From an optimization exercise on the open Yosys and OpenROAD flow, aimed at small area, a short achievable clock period and few clock cycles; shortcuts taken in it are not production practice.
Only simulation tests tie the RTL to the original design; equivalence was not proved.

Setup of v48:
## mnt_fxu
module mnt_fxu (
    input  wire        clk,
    input  wire        rst,       
    input  wire        req,
    input  wire        we,
    input  wire [5:0]  addr,      
    input  wire [31:0] wdata,
    output wire        ready,
    output reg  [31:0] rdata
);
==> flow/config.mk <==
export PLATFORM = sky130hd
export DESIGN_NAME = mnt_fxu
export DESIGN_NICKNAME = mnt_fxu
export VERILOG_FILES = /design/flow/design.v
export SDC_FILE = /design/flow/constraint.sdc
export NUM_CORES = 4
export LEC_CHECK = 0
export ABC_AREA = 1
export CAP_MARGIN = 20
export CORE_MARGIN = 2
export CORE_UTILIZATION = 40
export CTS_BUF_LIST = sky130_fd_sc_hd__clkbuf_4 sky130_fd_sc_hd__clkbuf_8
export CTS_CLUSTER_SIZE = 30
export SLEW_MARGIN = 20
==> flow/constraint.sdc <==
create_clock -name core_clock -period 14.0 [get_ports {clk}]
set_input_delay 2.8000 -clock core_clock [delete_from_list [all_inputs] [get_ports {clk}]]
set_output_delay 2.8000 -clock core_clock [all_outputs]
set_load 0.01 [all_outputs]
standard.sh (not shown) runs the stock make flow with config.mk's settings and CLKGATE_MAP_FILE= SYNTH_SCRIPT=/design/flow/synth_recipe.tcl, a recipe that flattens the netlist after the stock synthesis.
==> flow/flow/run.sh <==
#!/bin/bash
set -euo pipefail
bash standard.sh SETUP_SLACK_MARGIN=6 finish > standard.log 2>&1
v48: flow completed, timing, DRC and antenna clean
Testbench counts of v48, summed over its fixed seeds: cycles 35,295.
Input-level comparison between v40 and v48:
# v48
export LEC_CHECK = 0
export ABC_AREA = 1
export CAP_MARGIN = 20
export CORE_MARGIN = 2
export CORE_UTILIZATION = 40
export CTS_BUF_LIST = sky130_fd_sc_hd__clkbuf_4 sky130_fd_sc_hd__clkbuf_8
export CTS_CLUSTER_SIZE = 30
export SLEW_MARGIN = 20
create_clock -name core_clock -period 14.0 [get_ports {clk}]
# v40
export LEC_CHECK = 0
export ABC_AREA = 1
export CAP_MARGIN = 20
export CORE_MARGIN = 2
export CORE_UTILIZATION = 40
export CTS_BUF_LIST = sky130_fd_sc_hd__clkbuf_4 sky130_fd_sc_hd__clkbuf_8
export SLEW_MARGIN = 20
create_clock -name core_clock -period 14.0 [get_ports {clk}]
==> flow/flow/run.sh <==
#!/bin/bash
set -euo pipefail
bash standard.sh SETUP_SLACK_MARGIN=6.5 finish > standard.log 2>&1
--- outcome ---
v48 reports its critical path capture point as oa[5]$_DFFE_PP_ while v40 reports regs[14][23]$_DFFE_PP_. Summary of v40 over v48: register clock-pin slew on the reported worst setup and hold paths now sits at about the same level; fraction of final layout cells with drive strength greater than 1 moved up. v40: PASS, flow complete, no timing, DRC or antenna violations.
[inputs] v5 vs v40
==> flow/flow/run.sh <==
#!/bin/bash
set -euo pipefail
bash standard.sh SETUP_SLACK_MARGIN=5.5 finish > standard.log 2>&1
Results
- v5 — sequential share of layout area 2.9 points higher, v40 as reference
- Summary — worst setup slack, v5 relative to v40: lower, by 740 ps.
- Looking at portion of the clock cycle consumed by the worst path in the final layout, v5 sits 5.3 points above v40.
- Longest individual stage delay on the worst path delta for v5 relative to v40: 160 ps higher

Setup of oak:
mnt_fxu again, from the RTL that the note above started with.
// mnt_fxu
module mnt_fxu (
    input  wire        clk,
    input  wire        rst,       
    input  wire        req,
    input  wire        we,
    input  wire [5:0]  addr,      
    input  wire [31:0] wdata,
    output wire        ready,
    output reg  [31:0] rdata
);
    localparam [31:0] ID_VALUE = 32'h4D4E5431;
    localparam [5:0] A_ID = 6'h00, A_STATUS = 6'h02, A_CMD = 6'h03;
    localparam [5:0] OP_FADD   = 6'h01, OP_FSUB  = 6'h02, OP_FADDI = 6'h03,
                     OP_FSUBI  = 6'h04, OP_FMUL  = 6'h05, OP_FMULI = 6'h06,
                     OP_FDIVI  = 6'h07, OP_FSHL  = 6'h08, OP_FSHR  = 6'h09,
                     OP_FAND   = 6'h0A, OP_FFLOOR= 6'h0B, OP_FFRACT= 6'h0C,
                     OP_FROMI  = 6'h10, OP_FROMU = 6'h11, OP_FROMB = 6'h12,
                     OP_FROMF  = 6'h13, OP_TOI   = 6'h14, OP_TOU   = 6'h15,
                     OP_TOB    = 6'h16, OP_TOF   = 6'h17, OP_LI    = 6'h30;
    localparam S_ADD = 0, S_MUL = 1, S_MULS = 2, S_SHL = 3, S_SHR = 4,
               S_AND = 5, S_FLOOR = 6, S_FRACT = 7, S_FROMI = 8, S_FROMB = 9,
               S_TOI = 10, S_TOB = 11, S_PASS = 12, S_TOF = 13,
               S_FROMF = 14, S_DIV = 15, NSEL = 16;
    reg [31:0] regs [0:15];
    reg        ill;           
    reg        lipend;        
    reg [3:0]  lird;
    reg            e_valid;   
    reg [NSEL-1:0] e_sel;
    reg            e_sub;     
    reg            e_imm;     
    reg [4:0]      e_sh;
    reg [3:0]      e_rd;
    reg [31:0]     oa;        
    reg [31:0]     ob;        
    reg        busy;          
    reg        d_align;       
    reg        d_iter;        
    reg        d_neg;
    reg [4:0]  d_cnt;         
    reg [31:0] d_quo;
    wire [5:0]  op = wdata[31:26];
    wire [3:0]  ra = wdata[21:18];
    wire [3:0]  rb = wdata[17:14];
    wire fmt_rrr = (op >= OP_FADD && op <= OP_FDIVI) || op == OP_FAND;
    wire fmt_rrs = (op == OP_FSHL) || (op == OP_FSHR);
    wire fmt_rr  = (op == OP_FFLOOR) || (op == OP_FFRACT) ||
                   (op >= OP_FROMI && op <= OP_TOF);
    wire fmt_ri  = (op == OP_LI);
    reg legal;
    always @(*) begin
        if (fmt_rrr)      legal = (wdata[13:0] == 14'd0);
        else if (fmt_rrs) legal = (wdata[17:5] == 13'd0);
        else if (fmt_rr)  legal = (wdata[17:0] == 18'd0);
  ...
Settings: LEC_CHECK=0, ABC_AREA=1, CAP_MARGIN=20, CORE_MARGIN=2, CORE_UTILIZATION=40, SLEW_MARGIN=20; clock period 14.0 ns.
==> flow/flow/run.sh <==
#!/bin/bash
set -euo pipefail
bash standard.sh SETUP_SLACK_MARGIN=6 finish > standard.log 2>&1
Testbench counts of oak, summed over its fixed seeds: cycles 35,295.
Here is what was changed in the inputs of pine compared with oak.
- setting CTS_BUF_LIST to sky130_fd_sc_hd__clkbuf_4 sky130_fd_sc_hd__clkbuf_8 for the first time
--- outcome ---
- Every stage of the flow completed for pine, and the final layout passed the timing, design-rule and antenna checks.
- Delta (pine minus oak): met2 capacity usage during global routing level, worst path setup slack after routing now sits lower, hold slack went up.
## Diff of input files: birch against pine
- clearing ABC_AREA, which used to be 1
- clearing CTS_BUF_LIST, which used to be sky130_fd_sc_hd__clkbuf_4 sky130_fd_sc_hd__clkbuf_8
==> notes.md <==
Maximum number of pins on one net before global-route repair for birch is lower than for pine.
The post-synth design cell area reported for birch is greater than that of pine by 1000 sq um.
birch vs pine — proportion of cell area occupied by multi-input gates rose 4.7 points.
birch vs. pine: final clock period utilization by the worst path has remained practically unchanged; total CTS buffers saw a decrease; post-route worst setup slack moved up; via count of the first global-routing pass lost 10%; met1 wire length fell 6.3%.
Cmp birch vs pine: post-detailed-routing wire length lower in birch
For maple, these inputs were changed with respect to birch:
- CORE_UTILIZATION: 40 -> 55
Results
Count of fill cells added during filler insertion (maple over birch): decrease, 38%. maple vs. birch: gate count of the mapped netlist about even, average wire per standard cell fell about 0.32%, total of plain and repair buffers excluding clock buffers fell 1.4%, wire length fell 7.3%. Die size: maple is under birch. Global-route wire length before repair came out lower on maple than on birch.

## re-timing with driven ports
In the flow no input, the clock included, has a driving cell. The finished layouts below were timed again as built, in two steps.
Step 1: set_driving_cell puts a clkbuf_16 on clk and a buf_2 on each other input, an assumption about the parent block.
Step 2 times the ports against the registers' clock, not the clock port: input delays grow and output delays shrink by t, the midpoint of the rising clock arrivals with the driver on.
Slacks: no drivers / after step 1 / after step 2; pairs: no drivers / after step 1.
| run | shift t [ns] | slack for setup (ns) | worst register clock-pin slew, ns |
|---|---|---|---|
| v48 | 0.920 | 5.971 / 5.971 / 5.971 | 0.10 / 0.10 |
| v40 | 0.941 | 6.230 / 6.230 / 6.230 | 0.08 / 0.08 |
| v5 | 0.918 | 5.491 / 5.491 / 5.491 | 0.09 / 0.09 |
| oak | 0.766 | 6.004 / 6.004 / 6.004 | 0.08 / 0.08 |
| pine | 0.920 | 5.971 / 5.971 / 5.971 | 0.10 / 0.10 |
| birch | 0.722 | 5.989 / 5.898 / 5.898 | 0.08 / 0.08 |
| maple | 0.704 | 5.923 / 5.895 / 5.895 | 0.07 / 0.07 |
After both steps setup and hold are still met in every run listed. For birch, which loses most, drivers alone change the setup slack by -0.091 ns; drivers and shift together by -0.091 ns.
